This design comes from an exercise in tuning for small area on the open sky130 flow, not from production work. RTL that was checked went through simulation tests only; none was proved equivalent to the original. No activity file was given, so power comes from the tool's default toggle rates.

==> run F <==
==> flow/design.v (excerpt) <==
module imu_frame_decoder (
    input  wire        clk,
    input  wire        rst,         
    input  wire        in_valid,
    input  wire [7:0]  in_byte,
    input  wire [31:0] now,
    output reg  [1:0]  fstate,
    output wire [31:0] acc_x,
    output wire [31:0] acc_y,
    output wire [31:0] acc_z,
    output wire [31:0] gyro_x,
    output wire [31:0] gyro_y,
    output wire [31:0] gyro_z,
    output wire [31:0] angle_x,
    output wire [31:0] angle_y,
    output wire [31:0] angle_z,
    output wire [31:0] mag_x,
    output wire [31:0] mag_y,
    output wire [31:0] mag_z,
    output wire [31:0] temp,
    output reg  [15:0] version,
    output reg  [31:0] ts,
    output reg         valid,
    output reg  [31:0] wd_last
);
    localparam [1:0] S_IDLE        = 2'd0;
    localparam [1:0] S_RECEIVING   = 2'd1;
    localparam [1:0] S_FRAME_READY = 2'd2;
    localparam [1:0] S_FRAME_ERROR = 2'd3;
    reg  [3:0] cnt;         
    reg  [7:0] csum;        
    reg  [7:0] lo, hi;      
  ...
==> flow/config.mk <==
export PLATFORM = sky130hd
export DESIGN_NAME = imu_frame_decoder
export DESIGN_NICKNAME = imu_frame_decoder
export VERILOG_FILES = /design/flow/design.v
export SDC_FILE = /design/flow/constraint.sdc
export NUM_CORES = 4
export LEC_CHECK = 0
export ABC_AREA = 1
export CAP_MARGIN = 20
export CORE_MARGIN = 2
export CORE_UTILIZATION = 30
export SLEW_MARGIN = 20
==> flow/constraint.sdc <==
create_clock -name core_clock -period 70.0 [get_ports {clk}]
set_input_delay 14.0000 -clock core_clock [delete_from_list [all_inputs] [get_ports {clk}]]
set_output_delay 14.0000 -clock core_clock [all_outputs]
set_load 0.01 [all_outputs]
standard.sh (not shown) runs the stock make flow with config.mk's settings and CLKGATE_MAP_FILE= SYNTH_SCRIPT=/design/flow/synth_recipe.tcl, a recipe that flattens the netlist after the stock synthesis.
==> flow/flow/run.sh <==
#!/bin/bash
# The standard layout (standard.sh: ORFS synth .. finish, unchanged synthesis),
# with two knobs: the input/output port buffers are buf_1 cells, and clock tree
# synthesis inserts no dummy loads.  Make's full output goes to flow_make.log.
set -euo pipefail
bash standard.sh \
  "BUFFER_PORTS_ARGS=-buffer_cell sky130_fd_sc_hd__buf_1" \
  "CTS_ARGS=-sink_clustering_enable -repair_clock_nets -dont_use_dummy_load -buf_list sky130_fd_sc_hd__clkbuf_4 -sink_clustering_size 10 -sink_clustering_max_diameter 60" \
  finish > flow_make.log 2>&1
==> inputs of run Z, as changes to run F <==
--- a/flow/design.v
+++ b/flow/design.v
@@ -57,13 +57,13 @@
     wire at_tag   = recv && (cnt == 4'd1);
     wire at_end   = recv && (cnt == 4'd10);
     wire good     = acc_byte && at_end && (csum == in_byte);
     wire is_gyro  = (t_idx == 2'd1);
     wire is_ang   = (t_idx == 2'd2);
     wire        tmode = (cnt == 4'd10);
-    wire [15:0] raw   = tmode ? {lo, hi} : {in_byte, lo};
+    wire [15:0] raw   = {lo, hi};
     wire [16:0] v;
     imu_rca #(.W(17)) u_off (.a({raw[15], raw}), .b(tmode ? 17'd12325 : 17'd0),
                              .ci(1'b0), .s(v), .co());
     wire        sgn   = v[16];
     wire [15:0] m;
     imu_rca #(.W(16)) u_abs (.a(v[15:0] ^ {16{sgn}}), .b(16'd0), .ci(sgn),
@@ -154,15 +154,15 @@
             cnt  <= recv ? cnt_inc : 4'd1;
             if (at_tag) begin
                 t_known <= (in_byte[7:3] == 5'b01010) &&
                            (in_byte[2:0] != 3'd0) && (in_byte[2:0] <= 3'd4);
                 t_idx   <= in_byte[1:0] - 2'd1;
             end
-            if (recv && cnt == 4'd3) st0_n <= ~cf[29:2];
-            if (recv && cnt == 4'd5) st1_n <= ~cf[29:2];
-            if (recv && cnt == 4'd7) st2_n <= ~cf[29:2];
+            if (recv && cnt == 4'd4) st0_n <= ~cf[29:2];
+            if (recv && cnt == 4'd6) st1_n <= ~cf[29:2];
+            if (recv && cnt == 4'd8) st2_n <= ~cf[29:2];
         end
     end
     always @(posedge clk) begin
         if (rst)
             fstate <= S_IDLE;
         else if (in_valid) begin
==> flow/flow/run.sh (replaced) <==
#!/bin/bash
# The standard layout (standard.sh), with:
#  - the standard synthesis unchanged, then its combinational logic re-mapped
#    by ABC with a stronger area script (flow/reabc.sh; registers, adders and
#    tie cells keep their instances, names and cell types);
#  - input/output port buffers made of buf_1 cells;
#  - a clock tree of clkbuf_4 cells without dummy loads.
# Each tool's full output goes to a log file in this folder.
set -euo pipefail
R=orfs/results/${FLOW_PLATFORM}/imu_frame_decoder/base
LIB=${FLOW_HOME}/platforms/${FLOW_PLATFORM}/lib/sky130_fd_sc_hd__tt_025C_1v80.lib
KNOBS=("BUFFER_PORTS_ARGS=-buffer_cell sky130_fd_sc_hd__buf_1" "SKIP_REPAIR_TIE_FANOUT=1"
       "CTS_ARGS=-sink_clustering_enable -repair_clock_nets -dont_use_dummy_load -buf_list sky130_fd_sc_hd__clkbuf_4 -sink_clustering_size 8 -sink_clustering_max_diameter 40")
bash standard.sh "${KNOBS[@]}" synth > log_synth_make.log 2>&1
cp "$R/1_2_yosys.v" "$R/1_2_yosys_standard.v"
bash flow/reabc.sh "$LIB" "$R/1_2_yosys_standard.v" "$R/1_2_yosys.v" "$FLOW_TOP" "$PWD/log_reabc_yosys.log"
rm -f "$R/1_synth.odb" "$R/1_synth.sdc"
bash standard.sh "${KNOBS[@]}" finish > log_flow_make.log 2>&1
==> flow/flow/reabc.sh (new file) <==
#!/bin/bash
# Re-map the combinational logic of a mapped netlist with a stronger ABC area
# script.  Flip-flops, full/half adders and tie cells stay as they are (same
# instances, names and cell types); everything else is re-optimised.
# usage: reabc.sh LIB IN.v OUT.v TOP LOG
set -euo pipefail
LIB=$1; IN=$2; OUT=$3; TOP=$4; LOG=$5
KEEP=$(grep -o '^ *sky130_fd_sc_hd__[a-z0-9_]*' "$IN" | sed 's/ //g' | sort -u \
       | grep -E '__(e?dfx|dfr|dfs|dfb|sdf|sedf|dl|fa_|ha_|fah|conb)' | tr '\n' ' ')
DONT=$(grep -o 'cell *( *"\?sky130_fd_sc_hd__[a-z0-9_]*' "$LIB" | sed 's/.*\(sky130_fd_sc_hd__\)/\1/' \
       | grep -E '__(lpflow|probe)' | sort -u | sed 's/^/-dont_use /' | tr '\n' ' ')
cat > reabc.ys <<EOY
read_liberty -ignore_miss_func $LIB
read_verilog -sv $IN
hierarchy -top $TOP
blackbox $KEEP
flatten
opt -purge
abc -liberty $LIB $DONT -script +strash;dch;map,-a;mfs2;strash;dch;map,-a;topo;dnsize
opt_clean -purge
setundef -zero
hilomap -singleton -hicell sky130_fd_sc_hd__conb_1 HI -locell sky130_fd_sc_hd__conb_1 LO
insbuf -buf sky130_fd_sc_hd__buf_4 A X
splitnets
opt_clean -purge
check
stat -liberty $LIB
write_verilog -noexpr -nohex -nodec -noattr $OUT
EOY
yosys -l "$LOG" -q reabc.ys > /dev/null
CAP_MARGIN = 5   (was 20)
CORE_UTILIZATION = 55   (was 30)
SLEW_MARGIN = 5   (was 20)
==> qor summary <==
| metric | run F | run Z |
|---|---|---|
| Outcome | no timing/DRC/antenna violations | no timing/DRC/antenna violations |
| WP data required | 70.48 ns | 70.50 ns |
| Post-route clock skew | 0.1054 ns | 0.06984 ns |
| Die outline height | 274.2 um | 200.4 um |
| Non-clock buffer area fraction after layout | 7.794% | 8.216% |
| Combinational Power | 0.000331 W | 0.000417 W |
| Post-layout power | 0.0008596 W | 0.0009655 W |
| Layout filler cell count | 7,249 | 3,045 |
| First-pass GRT wire length | 76,470 um | 73,720 um |
| Kind of critical path | primary input to flip-flop | flip-flop to flip-flop |
| Crit path buffers/inverters | 22 | 20 |
| HP Start | lo[2] | lo[7] |
| Standard cell with the maximum stage delay on the critical path | sky130_fd_sc_hd__o21ai_0 | sky130_fd_sc_hd__fa_1 |
| Setup slack, reg-to-reg | 41.12 ns | 40.41 ns |
| Met2 Use GR | 22.93% | 40.03% |
| Count of cells along the worst register-to-register path | 123 | 118 |
| Ratio of final minimum period to clock period | 56.62% | 42.27% |
| Synthesis-to-layout area growth | 13.71% | 11.35% |
| Actual slew at the worst max-slew pin | 0.8968 ns | 1.049 ns |
| Number of cells in the finished layout apart from fillers | 3,011 | 2,372 |
| Cell Count Post-Placement | 2,939 | 2,294 |
| Count of mapped cells out of synthesis | 1,564 | 1,399 |
No functional check of the RTL was part of run F.

==> indigo: inputs <==
Another version of the RTL of imu_frame_decoder (not shown whole).
==> flow/config.mk <==
export PLATFORM = sky130hd
export DESIGN_NAME = imu_frame_decoder
export DESIGN_NICKNAME = imu_frame_decoder
export VERILOG_FILES = /design/flow/design.v
export SDC_FILE = /design/flow/constraint.sdc
export NUM_CORES = 4
export LEC_CHECK = 0
export ABC_AREA = 1
export CAP_MARGIN = 20
export CORE_MARGIN = 2
export CORE_UTILIZATION = 30
export SLEW_MARGIN = 20
==> flow/constraint.sdc <==
create_clock -name core_clock -period 70.0 [get_ports {clk}]
set_input_delay 14.0000 -clock core_clock [delete_from_list [all_inputs] [get_ports {clk}]]
set_output_delay 14.0000 -clock core_clock [all_outputs]
set_load 0.01 [all_outputs]
==> flow/flow/run.sh <==
#!/bin/bash
# The standard layout (standard.sh: ORFS synth .. finish, unchanged synthesis),
# with two knobs: the input/output port buffers are buf_1 cells, and clock tree
# synthesis inserts no dummy loads.  Make's full output goes to flow_make.log.
set -euo pipefail
bash standard.sh \
  "BUFFER_PORTS_ARGS=-buffer_cell sky130_fd_sc_hd__buf_1" \
  "CTS_ARGS=-sink_clustering_enable -repair_clock_nets -dont_use_dummy_load" \
  finish > flow_make.log 2>&1
==> nickel: changes against indigo <==
--- a/flow/design.v
+++ b/flow/design.v
@@ -19,17 +19,17 @@
     assign co = c[W];
 endmodule
 module imu_frame_decoder (
     input  wire        clk,
     input  wire        rst,         
     input  wire        in_valid,
     input  wire [7:0]  in_byte,
     input  wire [31:0] now,
-    output reg  [1:0]  fstate,
+    output wire [1:0]  fstate,
     output wire [31:0] acc_x,
     output wire [31:0] acc_y,
     output wire [31:0] acc_z,
     output wire [31:0] gyro_x,
     output wire [31:0] gyro_y,
     output wire [31:0] gyro_z,
     output wire [31:0] angle_x,
     output wire [31:0] angle_y,
@@ -42,30 +42,34 @@
     output reg  [31:0] ts,
     output reg         valid,
     output reg  [31:0] wd_last
 );
     localparam [1:0] S_IDLE        = 2'd0;
     localparam [1:0] S_RECEIVING   = 2'd1;
     localparam [1:0] S_FRAME_READY = 2'd2;
     localparam [1:0] S_FRAME_ERROR = 2'd3;
-    reg  [3:0] cnt;         
+    reg  [3:0] ps;
     reg  [7:0] csum;        
     reg  [7:0] lo, hi;      
     reg        t_known;     
     reg  [1:0] t_idx;       
-    wire recv     = (fstate == S_RECEIVING);
+    wire [3:0] cnt      = ps;
+    wire recv     = (ps != 4'd0) && (ps[3:2] != 2'b11);
     wire acc_byte = in_valid && !rst;
     wire at_tag   = recv && (cnt == 4'd1);
     wire at_end   = recv && (cnt == 4'd10);
     wire good     = acc_byte && at_end && (csum == in_byte);
+    assign fstate = (ps == 4'd0)      ? S_IDLE :
+                    recv              ? S_RECEIVING :
+                    ps[0]             ? S_FRAME_ERROR : S_FRAME_READY;
     wire is_gyro  = (t_idx == 2'd1);
     wire is_ang   = (t_idx == 2'd2);
     wire        tmode = (cnt == 4'd10);
-    wire [15:0] raw   = tmode ? {lo, hi} : {in_byte, lo};
+    wire [15:0] raw   = {lo, hi};
     wire [16:0] v;
     imu_rca #(.W(17)) u_off (.a({raw[15], raw}), .b(tmode ? 17'd12325 : 17'd0),
                              .ci(1'b0), .s(v), .co());
     wire        sgn   = v[16];
     wire [15:0] m;
     imu_rca #(.W(16)) u_abs (.a(v[15:0] ^ {16{sgn}}), .b(16'd0), .ci(sgn),
                              .s(m), .co());
     wire        s3 = (m[15:8] == 8'd0);
@@ -85,27 +89,25 @@
     wire  [7:0] y4h;
     imu_rca #(.W(8)) u_y4 (.a(x3[17:10]), .b(8'd0), .ci(1'b1), .s(y4h), .co());
     wire [17:0] qs;
     imu_rca #(.W(18)) u_q (.a(x3), .b({8'd0, y4h, x3[9:8]}), .ci(1'b0),
                            .s(qs), .co());
     wire  [9:0] q  = qs[17:8];
     wire  [7:0] r;
     imu_rca #(.W(8)) u_r (.a(x3[7:0]), .b(q[7:0]), .ci(1'b0), .s(r), .co());
-    wire [22:0] tq = q[9] ? {q[8:0], r, r[7:2]} : {q[7:0], r, r[7:1]};
-    wire        tg = q[9] ? r[1] : r[0];
-    wire [23:0] fa = tmode  ? {1'b1, tq} :
-                     is_ang ? {x3, 6'd0} : {x, 8'd0};
-    wire [23:0] fb = tmode   ? {24{tg}} :
-                     is_gyro ? {5'd0, x3, 1'b0} :
-                     is_ang  ? {4'd0, x3, 2'd0} : 24'd0;
-    wire [23:0] d;
-    imu_rca #(.W(24)) u_d (.a(fa), .b(~fb), .ci(1'b1), .s(d), .co());
-    wire [22:0] mant = d[23] ? d[22:0] : {d[21:0], 1'b0};
-    wire        bb   = tmode ? q[9] : d[23];
+    wire [25:0] fa = tmode  ? {q, r, r} :
+                     is_ang ? {x3, 8'd0} : {x, 10'd0};
+    wire [25:0] fb = tmode   ? {25'h1ffffff, ~q[9]} :
+                     is_gyro ? {5'd0, x3, 3'd0} :
+                     is_ang  ? {4'd0, x3, 4'd0} : 26'd0;
+    wire [25:0] d;
+    imu_rca #(.W(26)) u_d (.a(fa), .b(~fb), .ci(1'b1), .s(d), .co());
+    wire        bb   = d[25];
+    wire [22:0] mant = bb ? d[24:2] : d[23:1];
     wire  [7:0] base = tmode   ? 8'd118 :
                        is_gyro ? 8'd122 :
                        is_ang  ? 8'd119 :
                        (t_idx == 2'd0) ? 8'd115 : 8'd126;
     wire  [7:0] esum;
     imu_rca #(.W(8)) u_e (.a(base), .b({4'd0, p}), .ci(bb), .s(esum), .co());
     wire  [7:0] e    = nz ? esum : 8'd0;
     wire [29:0] cf = {sgn, e[7], e[6], e[3:0], mant};
@@ -148,36 +150,37 @@
     wire [7:0] csum_nx;
     imu_rca #(.W(8)) u_cs (.a(recv ? csum : 8'd0), .b(in_byte), .ci(1'b0),
                            .s(csum_nx), .co());
     always @(posedge clk) begin
         if (in_valid) begin
             lo   <= in_byte;
             hi   <= lo;
             csum <= csum_nx;
-            cnt  <= recv ? cnt_inc : 4'd1;
             if (at_tag) begin
                 t_known <= (in_byte[7:3] == 5'b01010) &&
                            (in_byte[2:0] != 3'd0) && (in_byte[2:0] <= 3'd4);
                 t_idx   <= in_byte[1:0] - 2'd1;
             end
-            if (recv && cnt == 4'd3) st0_n <= ~cf[29:2];
-            if (recv && cnt == 4'd5) st1_n <= ~cf[29:2];
-            if (recv && cnt == 4'd7) st2_n <= ~cf[29:2];
+            if (recv && cnt == 4'd4) st0_n <= ~cf[29:2];
+            if (recv && cnt == 4'd6) st1_n <= ~cf[29:2];
+            if (recv && cnt == 4'd8) st2_n <= ~cf[29:2];
         end
     end
     always @(posedge clk) begin
         if (rst)
-            fstate <= S_IDLE;
+            ps <= 4'd0;
         else if (in_valid) begin
             if (recv) begin
                 if (cnt == 4'd10)
-                    fstate <= (csum == in_byte) ? S_FRAME_READY : S_FRAME_ERROR;
+                    ps <= (csum == in_byte) ? 4'd14 : 4'd15;
+                else
+                    ps <= cnt_inc;
             end else
-                fstate <= (in_byte == 8'h55) ? S_RECEIVING : S_IDLE;
+                ps <= (in_byte == 8'h55) ? 4'd1 : 4'd0;
         end
     end
     always @(posedge clk) begin
         if (good || rst)
             wd_last <= gnow;
         if ((good && t_known) || rst) begin
             ts    <= gnow;
             valid <= nr;
==> flow/flow/run.sh (replaced) <==
#!/bin/bash
# The standard layout (standard.sh), with:
#  - the standard synthesis unchanged, then its combinational logic re-mapped
#    by ABC with a stronger area script (flow/reabc.sh; registers, adders and
#    tie cells keep their instances, names and cell types);
#  - input/output port buffers made of buf_1 cells;
#  - the constant outputs tied by one tie cell (no per-pin tie cells);
#  - a clock tree of clkbuf_4 cells without dummy loads.
# Each tool's full output goes to a log file in this folder.
set -euo pipefail
R=orfs/results/${FLOW_PLATFORM}/imu_frame_decoder/base
LIB=${FLOW_HOME}/platforms/${FLOW_PLATFORM}/lib/sky130_fd_sc_hd__tt_025C_1v80.lib
KNOBS=("BUFFER_PORTS_ARGS=-buffer_cell sky130_fd_sc_hd__buf_1" "SKIP_REPAIR_TIE_FANOUT=1"
       "CTS_ARGS=-sink_clustering_enable -repair_clock_nets -dont_use_dummy_load -buf_list sky130_fd_sc_hd__clkbuf_4 -sink_clustering_size 8 -sink_clustering_max_diameter 40")
bash standard.sh "${KNOBS[@]}" synth > log_synth_make.log 2>&1
cp "$R/1_2_yosys.v" "$R/1_2_yosys_standard.v"
bash flow/reabc.sh "$LIB" "$R/1_2_yosys_standard.v" "$R/1_2_yosys.v" "$FLOW_TOP" "$PWD/log_reabc_yosys.log"
rm -f "$R/1_synth.odb" "$R/1_synth.sdc"
bash standard.sh "${KNOBS[@]}" finish > log_flow_make.log 2>&1
==> flow/flow/reabc.sh (new file) <==
#!/bin/bash
# Re-map the combinational logic of a mapped netlist with a stronger ABC area
# script.  Flip-flops, full/half adders and tie cells stay as they are (same
# instances, names and cell types); everything else is re-optimised.
# usage: reabc.sh LIB IN.v OUT.v TOP LOG
set -euo pipefail
LIB=$1; IN=$2; OUT=$3; TOP=$4; LOG=$5
KEEP=$(grep -o '^ *sky130_fd_sc_hd__[a-z0-9_]*' "$IN" | sed 's/ //g' | sort -u \
       | grep -E '__(e?dfx|dfr|dfs|dfb|sdf|sedf|dl|fa_|ha_|fah|conb)' | tr '\n' ' ')
DONT=$(grep -o 'cell *( *"\?sky130_fd_sc_hd__[a-z0-9_]*' "$LIB" | sed 's/.*\(sky130_fd_sc_hd__\)/\1/' \
       | grep -E '__(lpflow|probe)' | sort -u | sed 's/^/-dont_use /' | tr '\n' ' ')
cat > reabc.ys <<EOY
read_liberty -ignore_miss_func $LIB
read_verilog -sv $IN
hierarchy -top $TOP
blackbox $KEEP
flatten
opt -purge
abc -liberty $LIB $DONT -script +strash;dch;map,-a;mfs2;strash;dch;map,-a;topo;dnsize
opt_clean -purge
setundef -zero
hilomap -singleton -hicell sky130_fd_sc_hd__conb_1 HI -locell sky130_fd_sc_hd__conb_1 LO
insbuf -buf sky130_fd_sc_hd__buf_4 A X
splitnets
opt_clean -purge
check
stat -liberty $LIB
write_verilog -noexpr -nohex -nodec -noattr $OUT
EOY
yosys -l "$LOG" -q reabc.ys > /dev/null
- CORE_UTILIZATION: 30 -> 55
==> out/metrics.cfg <==
[status]
run_status=finished clean

[cells_and_area]
final_cell_mix=edfxtp_1 (517), buf_1 (471), nor2_1 (210)
clkCellAreaFrac_pct=5.222

[power_and_ir_drop]
p_comb_share_pct=37.7
power.leakage_nw=9.788
p_per_area_nw_per_um2=39.32

[global_route]
grt_pass1_wl_um=77340

[routing]
wl_met3_um=3326
via_per_inst=4.319

[worst_setup_path]
max_stage_delay_ns=0.52
worst-endpoint-required_ns=70.28
start_kind=input pin
r2r_end=st1_n[25]

# the run above: indigo

==> out/metrics.cfg <==
[power_and_ir_drop]
power.leakage_nw=8.275
p_comb_share_pct=39.7
p_per_area_nw_per_um2=37.73
p_int_uw=561.9

[status]
run_status=finished clean

[cells_and_area]
clkCellAreaFrac_pct=2.461
final_cell_mix=edfxtp_1 (513), buf_1 (471), nor2_1 (218)

[routing]
firstDrtPassIters=6
via_per_inst=5.069

[worst_setup_path]
start_kind=flop
r2r_end=temp_r[26]
max_stage_delay_ns=0.66

[floorplan]
n_tap_cell=511

[timing]
setup_ws_ns=38.59

[global_route]
grt_pass1_wl_um=70610

# the run above: nickel

No functional check of the RTL was part of indigo.

afterwards: timing with drivers on the ports:
How much do the figures lean on ideal ports? The routed layouts below were timed once more, with nothing changed but the port constraints.
Step 1 sets driving cells, clkbuf_16 on the clock port and buf_2 on the other inputs (assumed; they add their load-dependent delay and slew).
Step 2 adds t to the input delays and takes it off the output delays; t is the mean of the earliest and latest rising clock arrival at the registers after step 1. Input paths then give back, and output paths get back, about the clock's delay inside the block.
Three values: ideal ports, drivers, drivers and shift; two values: the first two.
run | t, ns | setup WS [ns] | worst setup path at the end | clock arrival spread, ns | cell pins on the clock port's net
run F | 0.810 | 30.365 / 30.403 / 29.592 | input to register | 0.115 / 0.115 | 1
run Z | 0.781 | 40.408 / 40.408 / 40.408 | register to register | 0.070 / 0.070 | 1
indigo | 0.621 | 29.596 / 29.633 / 29.011 | input to register | 0.065 / 0.065 | 1
nickel | 0.774 | 38.589 / 38.589 / 38.589 | register to register | 0.063 / 0.063 | 1
After both steps every run listed still meets setup and hold. The setup slack of run F, which loses most, moves by +0.038 ns with the drivers and by -0.773 ns with both steps.
